From an optimization exercise on the open Yosys and OpenROAD flow, aimed at small area and few clock cycles per item; shortcuts taken in it are not production practice. At most, simulation tests tie the RTL to the original design; equivalence was not proved. The clock input has no modelled driver; a real chip could not lean on it and would need a root buffer or a full tree. Power is estimated from default activity; no workload was simulated.

==> flow/design.v <==
module pwlink_rx (
    input  wire         clk,
    input  wire         rst,           
    input  wire         in_valid,
    input  wire [7:0]   in_data,
    output wire         in_ready,
    output wire         out_valid,
    output wire [3:0]   out_class,
    output wire [15:0]  out_seq,
    output wire [15:0]  out_crc,
    output wire [31:0]  out_code,
    output wire [127:0] out_addr
);
    localparam [2:0] S_IDLE = 3'd0,    
                     S_P1   = 3'd1,    
                     S_P2   = 3'd2,    
                     S_P3   = 3'd3,    
                     S_BODY = 3'd4,    
                     S_CR   = 3'd5,    
                     S_DONE = 3'd6;    
    localparam [3:0] P_OK  = 4'd0,     
                     P_C1  = 4'd1, P_C2 = 4'd2, P_BAD = 4'd3, P_D8 = 4'd4, P_DE = 4'd5,
                     P_UNR = 4'd12,
                     P_01  = 4'd13,    
                     P_02  = 4'd14,    
                     P_04  = 4'd15;    
    reg [2:0]   state;
    reg [5:0]   blen;                  
    reg [139:0] sr;                    
    reg [15:0]  crc;                   
    reg [15:0]  seq;                   
    reg [3:0]   pc;
    assign in_ready  = 1'b1;
    assign out_valid = (state == S_DONE);
    wire [7:0] b = in_data;
    function is_word(input [7:0] x);
        is_word = (x >= 8'h30 && x <= 8'h39) || (x >= 8'h41 && x <= 8'h5A) ||
                  (x >= 8'h61 && x <= 8'h7A) || (x == 8'h5F);
    endfunction
    function is_hexany(input [7:0] x);
        is_hexany = (x >= 8'h30 && x <= 8'h39) || (x >= 8'h41 && x <= 8'h46) ||
                    (x >= 8'h61 && x <= 8'h66);
    endfunction
    function [15:0] crc_step(input [15:0] c, input [6:0] x, input g);
        reg [7:0] t, u;
        begin
            t = {c[15], c[14:8] ^ x} & {8{g}};
            u = {t[7:4], t[3:0] ^ t[7:4]};
            crc_step = {c[7:0], 8'h00} ^ {u[3:0], 12'h000} ^ {3'b000, u, 5'b00000} ^ {8'h00, u};
        end
    endfunction
    function [2:0] idle_next(input [7:0] x);
        idle_next = (x == 8'h05) ? S_P1 : S_IDLE;
    endfunction
    wire bword = is_word(b);
    wire wstep = in_valid && (state == S_BODY) && bword;
    wire       enc_l   = (b[6:3] == 4'b1000) && (b[2:0] != 3'd7);
    wire [6:0] win_in  = enc_l ? {4'b0111, b[2] ^ (b[1] & b[0]), b[1] ^ b[0], ~b[0]} : b[6:0];
    wire [6:0] w3      = sr[27:21];    
    wire       dec_l   = (w3[6:3] == 4'b0111) && (w3[2] || w3[1]);
    wire [6:0] win_out = dec_l ? {4'b1000, w3[2] ^ (~w3[1] & ~w3[0]), ~(w3[1] ^ w3[0]), ~w3[0]} : w3;
    always @(posedge clk) begin
        if (rst) begin
            state <= S_IDLE;
        end else if (in_valid) begin
            case (state)
                S_P1:   state <= (b == 8'h05) ? S_P2 : S_IDLE;
                S_P2:   state <= (b == 8'h03) ? S_P3 :
                                 (b == 8'h05) ? S_P2 : S_IDLE;
                S_P3:   state <= (b == 8'h03) ? S_BODY : idle_next(b);
                S_BODY: if (bword)
                            state <= S_BODY;
                        else if (b == 8'h0D && blen != 6'd0)
                            state <= S_CR;
                        else
                            state <= idle_next(b);
                S_CR:   state <= (b == 8'h0A) ? S_DONE : idle_next(b);
                default: state <= idle_next(b);
            endcase
        end else if (state == S_DONE) begin
            state <= S_IDLE;
        end
    end
    always @(posedge clk) begin
        if (in_valid && state == S_P3)
            blen <= 6'd0;
        else if (wstep && blen != 6'd63)
            blen <= blen + 6'd1;
    end
    always @(posedge clk) begin
        if (wstep) begin
            sr  <= {sr[132:28], win_out, sr[20:0], win_in};
            crc <= crc_step(crc, win_out, blen >= 6'd4);
        end
    end
    always @(posedge clk) begin
        if (wstep && blen[5:2] == 4'd1)
            seq <= {seq[11:0], b[6] | b[3], b[6] ? {b[2] ^ (b[1] & b[0]), b[1] ^ b[0], ~b[0]} : b[2:0]};
    end
    always @(posedge clk) begin
        if (wstep) begin
            case (blen)
                6'd0, 6'd1: pc <= (b == "0" && (blen == 6'd0 || pc == P_OK)) ? P_OK : P_UNR;
                6'd2: if (pc != P_OK) pc <= P_UNR;
                      else case (b)
                          "0": pc <= P_OK;
                          "1": pc <= P_01;
                          "2": pc <= P_02;
                          "4": pc <= P_04;
                          default: pc <= P_UNR;
                      endcase
                6'd3: case (pc)
                          P_OK: pc <= (b == "0") ? P_OK : P_UNR;
                          P_01: pc <= (b == "1") ? 4'd6 : (b == "3") ? 4'd7 : (b == "9") ? 4'd8 : P_UNR;
                          P_02: pc <= (b == "4") ? 4'd9 : (b == "7") ? 4'd10 : P_UNR;
                          P_04: pc <= (b == "9") ? 4'd11 : P_UNR;
                          default: pc <= P_UNR;
                      endcase
                6'd4, 6'd5, 6'd6, 6'd7: if (!is_hexany(b)) pc <= P_UNR;
                6'd8, 6'd9: if (pc == P_OK && b != "0") pc <= P_BAD;
                6'd10: if (pc == P_OK) pc <= (b == "C") ? P_01 : (b == "D") ? P_02 : P_BAD;
                6'd11: case (pc)
                          P_01: pc <= (b == "1") ? P_C1 : (b == "2") ? P_C2 : P_BAD;
                          P_02: pc <= (b == "8") ? P_D8 : (b == "E") ? P_DE : P_BAD;
                          default: ;
                       endcase
                default: ;
            endcase
        end
    end
    wire crc_ok = (blen >= 6'd4) &&
                  (sr[27:0] == {3'b011, crc[15:12], 3'b011, crc[11:8], 3'b011, crc[7:4], 3'b011, crc[3:0]});
    reg [3:0] cls;
    always @* begin
        if (!crc_ok)
            cls = 4'd0;
        else if (blen < 6'd12)
            cls = 4'd12;
        else case (pc)
            P_C1, P_C2, P_BAD: cls = (blen == 6'd16) ? pc : 4'd12;
            P_D8, P_DE:        cls = (blen == 6'd16) ? 4'd3 : (blen == 6'd32) ? pc : 4'd12;
            4'd6, 4'd7, 4'd8, 4'd9, 4'd10, 4'd11: cls = pc;
            default:           cls = 4'd12;
        endcase
    end
    assign out_class = cls;
    assign out_seq   = seq;
    assign out_crc   = crc;
    assign out_code  = {1'b0, sr[55:49], 1'b0, sr[48:42], 1'b0, sr[41:35], 1'b0, sr[34:28]};
    genvar g;
    generate
        for (g = 0; g < 16; g = g + 1) begin : g_addr
            assign out_addr[8*g+7:8*g] = {1'b0, sr[28+7*g+6:28+7*g]};
        end
    endgenerate
endmodule
clock: 5.0 ns
lec_check: 0
cap_margin: 20
core_margin: 2
core_utilization: 40
slew_margin: 20
standard.sh (not shown) runs the stock make flow with config.mk's settings and CLKGATE_MAP_FILE= SYNTH_SCRIPT=/design/flow/synth_recipe.tcl, a recipe that flattens the netlist after the stock synthesis.
==> flow/flow/run.sh <==
#!/bin/bash
# Standard layout (the standard.sh, unchanged synthesis) with:
#  - the smallest buffer on every port,
#  - combinational cells brought back to their smallest size after floorplan
#    (placement and timing repair size up where needed),
#  - one tie cell for all constant outputs,
#  - a clock tree of clkbuf_8 without dummy loads,
#  - power recovery (downsizing off-critical cells) after global routing.
set -e
export BUFFER_PORTS_ARGS="-buffer_cell sky130_fd_sc_hd__buf_1"
export POST_FLOORPLAN_TCL="$PWD/flow/downsize.tcl"
export SKIP_REPAIR_TIE_FANOUT=1
export RECOVER_POWER=100
export CTS_ARGS="-sink_clustering_enable -repair_clock_nets -dont_use_dummy_load -buf_list sky130_fd_sc_hd__clkbuf_8"
bash standard.sh > standard.log 2>&1
==> flow/flow/downsize.tcl <==
# Floorplan hook: map every combinational cell that synthesis sized up to the
# smallest cell of the same function; placement and timing repair size up again
# only where the design needs it.
set ds_dont_use [split $::env(DONT_USE_CELLS)]
array set ds_best {}
foreach lc [get_lib_cells */sky130_fd_sc_hd__*] {
  set n [get_name $lc]
  if {[lsearch -exact $ds_dont_use $n] >= 0} { continue }
  if {![regexp {^(sky130_fd_sc_hd__[a-z0-9]+)_([0-9]+)$} $n -> base d]} { continue }
  set a [get_property $lc area]
  if {![info exists ds_best($base)] || $a < [lindex $ds_best($base) 1]} {
    set ds_best($base) [list $n $a]
  }
}
set ds_count 0
set ds_saved 0.0
foreach inst [get_cells *] {
  set m [get_property $inst ref_name]
  if {![regexp {^(sky130_fd_sc_hd__[a-z0-9]+)_([0-9]+)$} $m -> base d]} { continue }
  if {[regexp {^sky130_fd_sc_hd__(s?e?df|dl|tap|conb|fill|decap|clk|diode)} $base]} { continue }
  if {![info exists ds_best($base)]} { continue }
  set target [lindex $ds_best($base) 0]
  if {$target eq $m} { continue }
  set old_area [get_property [get_lib_cells */$m] area]
  replace_cell $inst [lindex [get_lib_cells */$target] 0]
  incr ds_count
  set ds_saved [expr {$ds_saved + $old_area - [lindex $ds_best($base) 1]}]
}
puts "downsize: $ds_count cells replaced, [format %.1f $ds_saved] um2 saved"
==> next run, changes <==
--- a/flow/design.v
+++ b/flow/design.v
@@ -42,10 +42,12 @@
                     (x >= 8'h61 && x <= 8'h66);
     endfunction
-    function [15:0] crc_step(input [15:0] c, input [6:0] x, input g);
-        reg [7:0] t, u;
+    function [15:0] crc_step(input [15:0] c, input [6:0] x);
+        integer k;
+        reg [15:0] r;
         begin
-            t = {c[15], c[14:8] ^ x} & {8{g}};
-            u = {t[7:4], t[3:0] ^ t[7:4]};
-            crc_step = {c[7:0], 8'h00} ^ {u[3:0], 12'h000} ^ {3'b000, u, 5'b00000} ^ {8'h00, u};
+            r = c ^ {1'b0, x, 8'h00};
+            for (k = 0; k < 8; k = k + 1)
+                r = r[15] ? ((r << 1) ^ 16'h1021) : (r << 1);
+            crc_step = r;
         end
     endfunction
@@ -91,5 +93,5 @@
         if (wstep) begin
             sr  <= {sr[132:28], win_out, sr[20:0], win_in};
-            crc <= crc_step(crc, win_out, blen >= 6'd4);
+            crc <= (blen < 6'd4) ? 16'h0000 : crc_step(crc, win_out);
         end
     end
What happened: The changed run completed with no timing, DRC or antenna violations. Via count came out lower by 3.2%. Sequential share of layout area rose by 0.34 points. Cell count fell by 0.70%. Worst hold slack is about the same. Flip-flop and latch count does not change. Synthesized cell count shrinks by 1.2%. Worst setup slack degrades by 270 ps. Clock-buffer cell count is unchanged.
Testbench counts after the change, summed over its fixed seeds: cycles 12,972, bytes 12,964.
Function not checked in the first run of this note: the RTL went through the layout flow alone.

// pwlink_rx: RTL as listed in full above, without the edits since
==> flow/config.mk <==
export PLATFORM = sky130hd
export DESIGN_NAME = pwlink_rx
export DESIGN_NICKNAME = pwlink_rx
export VERILOG_FILES = /design/flow/design.v
export SDC_FILE = /design/flow/constraint.sdc
export NUM_CORES = 4
export LEC_CHECK = 0
export CAP_MARGIN = 20
export CORE_MARGIN = 2
export CORE_UTILIZATION = 40
export SLEW_MARGIN = 20
==> flow/constraint.sdc <==
create_clock -name core_clock -period 5.0 [get_ports {clk}]
set_input_delay 1.0000 -clock core_clock [delete_from_list [all_inputs] [get_ports {clk}]]
set_output_delay 1.0000 -clock core_clock [all_outputs]
set_load 0.01 [all_outputs]
==> flow/flow/run.sh <==
#!/bin/bash
# Standard layout with smaller port buffers and a leaner clock tree.
set -e
export BUFFER_PORTS_ARGS="-buffer_cell sky130_fd_sc_hd__buf_1"
export CTS_ARGS="-sink_clustering_enable -repair_clock_nets -dont_use_dummy_load -buf_list sky130_fd_sc_hd__clkbuf_8 -sink_clustering_size 12 -sink_clustering_max_diameter 40"
bash standard.sh > standard.log 2>&1
Then changed:
--- a/flow/design.v
+++ b/flow/design.v
@@ -39,16 +39,18 @@
     endfunction
     function is_hexany(input [7:0] x);
         is_hexany = (x >= 8'h30 && x <= 8'h39) || (x >= 8'h41 && x <= 8'h46) ||
                     (x >= 8'h61 && x <= 8'h66);
     endfunction
-    function [15:0] crc_step(input [15:0] c, input [6:0] x, input g);
-        reg [7:0] t, u;
+    function [15:0] crc_step(input [15:0] c, input [6:0] x);
+        integer k;
+        reg [15:0] r;
         begin
-            t = {c[15], c[14:8] ^ x} & {8{g}};
-            u = {t[7:4], t[3:0] ^ t[7:4]};
-            crc_step = {c[7:0], 8'h00} ^ {u[3:0], 12'h000} ^ {3'b000, u, 5'b00000} ^ {8'h00, u};
+            r = c ^ {1'b0, x, 8'h00};
+            for (k = 0; k < 8; k = k + 1)
+                r = r[15] ? ((r << 1) ^ 16'h1021) : (r << 1);
+            crc_step = r;
         end
     endfunction
     function [2:0] idle_next(input [7:0] x);
         idle_next = (x == 8'h05) ? S_P1 : S_IDLE;
     endfunction
@@ -88,11 +90,11 @@
             blen <= blen + 6'd1;
     end
     always @(posedge clk) begin
         if (wstep) begin
             sr  <= {sr[132:28], win_out, sr[20:0], win_in};
-            crc <= crc_step(crc, win_out, blen >= 6'd4);
+            crc <= (blen < 6'd4) ? 16'h0000 : crc_step(crc, win_out);
         end
     end
     always @(posedge clk) begin
         if (wstep && blen[5:2] == 4'd1)
             seq <= {seq[11:0], b[6] | b[3], b[6] ? {b[2] ^ (b[1] & b[0]), b[1] ^ b[0], ~b[0]} : b[2:0]};
After rerunning: Total power fell by 0.54%; final area fell by about 1.2%; wire length shrinks by about 8%; setup slack improves by 0.27 ns; hold slack degrades by 0.012 ns; flip-flop and latch count stays the same; critical path depth is lower by 1; core utilization drops by 0.23 points; first-iteration DRC count went down by about 12%; clock power shrinks by about 0.7%; count of clock-buffer cells in the layout does not change.
Testbench counts after the change, summed over its fixed seeds: cycles 12,972, bytes 12,964.
For the first run of this note, only the layout was checked, not whether the RTL still works.

== rev 12 ==
Another version of the RTL of pwlink_rx (not shown whole).
Size in the first run: about 640 cells after synthesis, ~190 flip-flops, about 210 I/O pins, roughly 8600 um^2 of cells after synthesis.
==> module pwlink_rx, before the edit <==
module pwlink_rx (
    input  wire         clk,
    input  wire         rst,           
    input  wire         in_valid,
    input  wire [7:0]   in_data,
    output wire         in_ready,
    output wire         out_valid,
    output wire [3:0]   out_class,
    output wire [15:0]  out_seq,
    output wire [15:0]  out_crc,
    output wire [31:0]  out_code,
    output wire [127:0] out_addr
);
    localparam [2:0] S_IDLE = 3'd0,    
                     S_P1   = 3'd1,    
                     S_P2   = 3'd2,    
                     S_P3   = 3'd3,    
                     S_BODY = 3'd4,    
                     S_CR   = 3'd5,    
                     S_DONE = 3'd6;    
    localparam [3:0] P_0000 = 4'd0, P_UNR = 4'd12;
    reg [2:0]   state;
    reg [5:0]   blen;                  
    reg [139:0] sr;                    
    reg [15:0]  crc;                   
    reg [15:0]  seq;                   
    reg [3:0]   pc;
    assign in_ready  = 1'b1;
    assign out_valid = state[2] & state[1];    
    wire [7:0] b = in_data;
    function is_word(input [7:0] x);
        is_word = (x >= 8'h30 && x <= 8'h39) || (x >= 8'h41 && x <= 8'h5A) ||
                  (x >= 8'h61 && x <= 8'h7A) || (x == 8'h5F);
    endfunction
    function [15:0] crc_step(input [15:0] c, input [6:0] x, input g);
        reg [7:0] t, u;
        begin
            t = {c[15], c[14:8] ^ x} & {8{g}};
            u = {t[7:4], t[3:0] ^ t[7:4]};
            crc_step = {c[7:0], 8'h00} ^ {u[3:0], 12'h000} ^ {3'b000, u, 5'b00000} ^ {8'h00, u};
        end
    endfunction
    function [2:0] idle_next(input [7:0] x);
        idle_next = (x == 8'h05) ? S_P1 : S_IDLE;
    endfunction
    wire bword = is_word(b);
    wire wstep = in_valid && (state == S_BODY) && bword;
    wire       enc_l   = b[6] & ~b[5] & ~b[4] & ~b[3] & ~(b[2] & b[1] & b[0]);
    wire [6:0] win_in  = enc_l ? {4'b0111, b[2] ^ (b[1] & b[0]), b[1] ^ b[0], ~b[0]} : b[6:0];
    wire [6:0] w3      = sr[27:21];    
    wire       dec_l   = ~w3[6] & w3[3] & (w3[2] | w3[1]);
    wire [6:0] win_out = dec_l ? {4'b1000, w3[2] ^ (~w3[1] & ~w3[0]), ~(w3[1] ^ w3[0]), ~w3[0]} : w3;
    always @(posedge clk) begin
        if (rst) begin
            state <= S_IDLE;
        end else if (in_valid) begin
            case (state)
                S_P1:   state <= (b == 8'h05) ? S_P2 : S_IDLE;
                S_P2:   state <= (b == 8'h03) ? S_P3 :
                                 (b == 8'h05) ? S_P2 : S_IDLE;
                S_P3:   state <= (b == 8'h03) ? S_BODY : idle_next(b);
                S_BODY: if (bword)
                            state <= S_BODY;
                        else if (b == 8'h0D && blen != 6'd0)
                            state <= S_CR;
                        else
                            state <= idle_next(b);
                S_CR:   state <= (b == 8'h0A) ? S_DONE : idle_next(b);
                default: state <= idle_next(b);
            endcase
        end else if (state == S_DONE) begin
            state <= S_IDLE;
        end
    end
    always @(posedge clk) begin
        if (in_valid && state == S_P3)
            blen <= 6'd0;
        else if (wstep && !(blen[5] && blen[0]))
            blen <= blen + 6'd1;
    end
    always @(posedge clk) begin
        if (wstep) begin
            sr  <= {sr[132:28], win_out, sr[20:0], win_in};
            crc <= crc_step(crc, win_out, blen >= 6'd4);
        end
    end
    always @(posedge clk) begin
        if (wstep && blen[5:2] == 4'd1)
            seq <= {seq[11:0], b[6] | b[3], b[6] ? {b[2] ^ (b[1] & b[0]), b[1] ^ b[0], ~b[0]} : b[2:0]};
    end
    wire [6:0] c2 = sr[20:14], c1 = sr[13:7], c0 = sr[6:0];    
    wire       zz   = ~c2[6] & (c2[3:0] == 4'h0) & ~c1[6] & (c1[3:0] == 4'h0) & ~c0[6];
    wire       bd   = ~b[6];                                   
    wire       bhex = bd | (~b[4] & ~b[3] & ~(b[2] & b[1] & b[0]));
    wire       bE   = b[6] & ~b[5] & ~b[4] & (b[3:0] == 4'h5);
    reg [3:0] opc, cdc;
    always @* begin
        opc = P_UNR;
        if (zz && bd)
            case ({c0[3:0], b[3:0]})
                8'h00: opc = P_0000;
                8'h11: opc = 4'd6;
                8'h13: opc = 4'd7;
                8'h19: opc = 4'd8;
                8'h24: opc = 4'd9;
                8'h27: opc = 4'd10;
                8'h49: opc = 4'd11;
                default: ;
            endcase
        cdc = 4'd3;                    
        if (zz)
            case ({c0[3:0], b[3:0]})
                8'hC1: if (bd) cdc = 4'd1;
                8'hC2: if (bd) cdc = 4'd2;
                8'hD8: if (bd) cdc = 4'd4;
                8'hD5: if (bE) cdc = 4'd5;
                default: ;
            endcase
    end
    always @(posedge clk) begin
        if (wstep) begin
            if (blen == 6'd3)
                pc <= opc;
            else if (blen[5:2] == 4'd1 && !bhex)
                pc <= P_UNR;
            else if (blen == 6'd11 && !pc[3] && !pc[2])    
                pc <= cdc;
        end
    end
    wire crc_ok = (blen >= 6'd4) &&
                  ~sr[27] && (sr[24:21] == crc[15:12]) && ~sr[20] && (sr[17:14] == crc[11:8]) &&
                  ~sr[13] && (sr[10:7] == crc[7:4]) && ~sr[6] && (sr[3:0] == crc[3:0]);
    reg [3:0] cls;
    always @* begin
        if (!crc_ok)
            cls = 4'd0;
        else if (blen < 6'd12)
            cls = P_UNR;
        else if (pc[3] || (pc[2] && pc[1]))            
            cls = pc;
        else if (blen == 6'd16)                        
            cls = pc[2] ? 4'd3 : pc;
        else if (blen == 6'd32 && pc[2])               
            cls = pc;
        else
            cls = P_UNR;
    end
    assign out_class = cls;
    assign out_seq   = seq;
    assign out_crc   = crc;
    assign out_code  = {1'b0, sr[55:49], 1'b0, sr[48:42], 1'b0, sr[41:35], 1'b0, sr[34:28]};
    genvar g;
    generate
        for (g = 0; g < 16; g = g + 1) begin : g_addr
            assign out_addr[8*g+7:8*g] = {1'b0, sr[28+7*g+6:28+7*g]};
        end
    endgenerate
endmodule
==> flow/config.mk <==
export PLATFORM = sky130hd
export DESIGN_NAME = pwlink_rx
export DESIGN_NICKNAME = pwlink_rx
export VERILOG_FILES = /design/flow/design.v
export SDC_FILE = /design/flow/constraint.sdc
export NUM_CORES = 4
export LEC_CHECK = 0
export CAP_MARGIN = 20
export CORE_MARGIN = 2
export CORE_UTILIZATION = 40
export SLEW_MARGIN = 20
==> flow/constraint.sdc <==
create_clock -name core_clock -period 5.0 [get_ports {clk}]
set_input_delay 1.0000 -clock core_clock [delete_from_list [all_inputs] [get_ports {clk}]]
set_output_delay 1.0000 -clock core_clock [all_outputs]
set_load 0.01 [all_outputs]
==> flow/flow/run.sh <==
#!/bin/bash
# Standard layout (the standard.sh, unchanged synthesis) with:
#  - the smallest buffer on every port,
#  - combinational cells brought back to their smallest size after floorplan
#    (placement and timing repair size up where needed),
#  - ABC area remapping of the logic (OpenROAD restructure) after floorplan,
#  - one tie cell for all constant outputs,
#  - a clock tree of its own (flow/mycts.tcl): one clkbuf_8 root driving twelve
#    clkbuf_8 leaves, each leaf driving one balanced cluster of flip-flops.
set -e
export BUFFER_PORTS_ARGS="-buffer_cell sky130_fd_sc_hd__buf_1"
export POST_FLOORPLAN_TCL="$PWD/flow/downsize.tcl"
export SKIP_REPAIR_TIE_FANOUT=1
export PRE_CTS_TCL="$PWD/flow/mycts.tcl"
export MYCTS_LEAVES=12
export MYCTS_LEAF_CELL=sky130_fd_sc_hd__clkbuf_8
export MYCTS_ROOT_CELL=sky130_fd_sc_hd__clkbuf_8
bash standard.sh > standard.log 2>&1
Other scripts of this flow, unchanged in this note and not shown: flow/flow/abc.history, flow/flow/downsize.tcl, flow/flow/mycts.tcl
### rev 12 -> rev 13
--- a/flow/design.v
+++ b/flow/design.v
@@ -42,17 +42,12 @@
     endfunction
     function [2:0] idle_next(input [7:0] x);
         idle_next = (x == 8'h05) ? S_P1 : S_IDLE;
     endfunction
     wire bword = is_word(b);
     wire wstep = in_valid && (state == S_BODY) && bword;
-    wire       enc_l   = b[6] & ~b[5] & ~b[4] & ~b[3] & ~(b[2] & b[1] & b[0]);
-    wire [6:0] win_in  = enc_l ? {4'b0111, b[2] ^ (b[1] & b[0]), b[1] ^ b[0], ~b[0]} : b[6:0];
-    wire [6:0] w3      = sr[27:21];    
-    wire       dec_l   = ~w3[6] & w3[3] & (w3[2] | w3[1]);
-    wire [6:0] win_out = dec_l ? {4'b1000, w3[2] ^ (~w3[1] & ~w3[0]), ~(w3[1] ^ w3[0]), ~w3[0]} : w3;
     always @(posedge clk) begin
         if (rst) begin
             state <= S_IDLE;
         end else if (in_valid) begin
             case (state)
                 S_P1:   state <= (b == 8'h05) ? S_P2 : S_IDLE;
@@ -72,27 +67,29 @@
             state <= S_IDLE;
         end
     end
     always @(posedge clk) begin
         if (in_valid && state == S_P3)
             blen <= 6'd0;
-        else if (wstep && !(blen[5] && blen[0]))
+        else if (wstep && blen != 6'd63)
             blen <= blen + 6'd1;
     end
     always @(posedge clk) begin
         if (wstep) begin
-            sr  <= {sr[132:28], win_out, sr[20:0], win_in};
-            crc <= crc_step(crc, win_out, blen >= 6'd4);
+            sr  <= {sr[132:0], b[6:0]};
+            crc <= crc_step(crc, sr[27:21], blen >= 6'd4);
         end
     end
     always @(posedge clk) begin
         if (wstep && blen[5:2] == 4'd1)
             seq <= {seq[11:0], b[6] | b[3], b[6] ? {b[2] ^ (b[1] & b[0]), b[1] ^ b[0], ~b[0]} : b[2:0]};
     end
     wire [6:0] c2 = sr[20:14], c1 = sr[13:7], c0 = sr[6:0];    
-    wire       zz   = ~c2[6] & (c2[3:0] == 4'h0) & ~c1[6] & (c1[3:0] == 4'h0) & ~c0[6];
+    wire       zz2  = ~c2[6] & (c2[3:0] == 4'h0) & ~c1[6] & (c1[3:0] == 4'h0);
+    wire       zz   = zz2 & ~c0[6];
+    wire       c0C  = (c0 == 7'h43), c0D = (c0 == 7'h44);
     wire       bd   = ~b[6];                                   
     wire       bhex = bd | (~b[4] & ~b[3] & ~(b[2] & b[1] & b[0]));
     wire       bE   = b[6] & ~b[5] & ~b[4] & (b[3:0] == 4'h5);
     reg [3:0] opc, cdc;
     always @* begin
         opc = P_UNR;
@@ -105,34 +102,34 @@
                 8'h24: opc = 4'd9;
                 8'h27: opc = 4'd10;
                 8'h49: opc = 4'd11;
                 default: ;
             endcase
         cdc = 4'd3;                    
-        if (zz)
-            case ({c0[3:0], b[3:0]})
-                8'hC1: if (bd) cdc = 4'd1;
-                8'hC2: if (bd) cdc = 4'd2;
-                8'hD8: if (bd) cdc = 4'd4;
-                8'hD5: if (bE) cdc = 4'd5;
-                default: ;
-            endcase
+        if (zz2) begin
+            if (c0C && bd && b[3:0] == 4'h1)      cdc = 4'd1;
+            else if (c0C && bd && b[3:0] == 4'h2) cdc = 4'd2;
+            else if (c0D && bd && b[3:0] == 4'h8) cdc = 4'd4;
+            else if (c0D && bE)                   cdc = 4'd5;
+        end
     end
     always @(posedge clk) begin
         if (wstep) begin
             if (blen == 6'd3)
                 pc <= opc;
             else if (blen[5:2] == 4'd1 && !bhex)
                 pc <= P_UNR;
             else if (blen == 6'd11 && !pc[3] && !pc[2])    
                 pc <= cdc;
         end
     end
+    function [6:0] hexchar(input [3:0] n);
+        hexchar = (n <= 4'd9) ? (7'h30 + {3'd0, n}) : (7'h37 + {3'd0, n});
+    endfunction
     wire crc_ok = (blen >= 6'd4) &&
-                  ~sr[27] && (sr[24:21] == crc[15:12]) && ~sr[20] && (sr[17:14] == crc[11:8]) &&
-                  ~sr[13] && (sr[10:7] == crc[7:4]) && ~sr[6] && (sr[3:0] == crc[3:0]);
+                  (sr[27:0] == {hexchar(crc[15:12]), hexchar(crc[11:8]), hexchar(crc[7:4]), hexchar(crc[3:0])});
     reg [3:0] cls;
     always @* begin
         if (!crc_ok)
             cls = 4'd0;
         else if (blen < 6'd12)
             cls = P_UNR;
==> comparison <==
Summary of rev 13 over rev 12: met2 usage has decreased; synthesis-to-finish area growth shows no meaningful change.
Rev 12 and rev 13 ended up with nearly the same amount of wire on met2 after detailed routing.
| net switching share of the total power | rev 13 vs rev 12 | 0.59 points lower |
In rev 13, cell area after placement is higher than in rev 12.
Of rev 12 and rev 13, the lower share of synthesized area occupied by flip-flops and latches belongs to rev 13.
Diff rev 12 -> rev 13: total setup buffers inserted after CTS level, share of power burned in combinational logic moved up.
Function was not checked in any run of this note: the RTL went through the layout flow alone. No run of this note takes its clock network from TritonCTS; it comes from the design's own scripts or RTL.

-- port drivers added, routing unchanged --
No port has a modelled driver above. Below, the same layouts with a new extraction and two added sets of constraints. Step 1, drivers: a clkbuf_16 drives clk and a buf_2 each remaining input, both assumed. Step 2 adds t to the input delays and takes it off the output delays; t is the mean of the earliest and latest rising clock arrival at the registers after step 1. Input paths then give back, and output paths get back, about the clock's delay inside the block. a / b / c = ideal ports / drivers / drivers and shift; a / b = the first two.
run | t, ns | slack for setup (ns) | hold WS [ns] | worst slew at a driven data input, ns
the first run of note 1 | 0.471 | 1.266 / 1.280 / 0.810 | 0.434 / 0.434 / 0.434 | 0.03
the second run of note 1 | 0.468 | 0.991 / 1.006 / 0.538 | 0.435 / 0.435 / 0.435 | 0.03
the first run of note 2 | 0.492 | 1.275 / 1.233 / 1.263 | 0.427 / 0.427 / 0.427 | 0.03
the second run of note 2 | 0.471 | 1.544 / 1.501 / 1.118 | 0.415 / 0.415 / 0.415 | 0.04
rev 12 | 0.488 | 1.160 / 1.123 / 0.934 | 0.428 / 0.428 / 0.428 | 0.03
rev 13 | 0.496 | 0.647 / 0.603 / 0.897 | 0.453 / 0.453 / 0.453 | 0.03
After both steps every run listed still meets setup and hold. The setup slack of the first run of note 1, which loses most, moves by +0.014 ns with the drivers and by -0.456 ns with both steps.
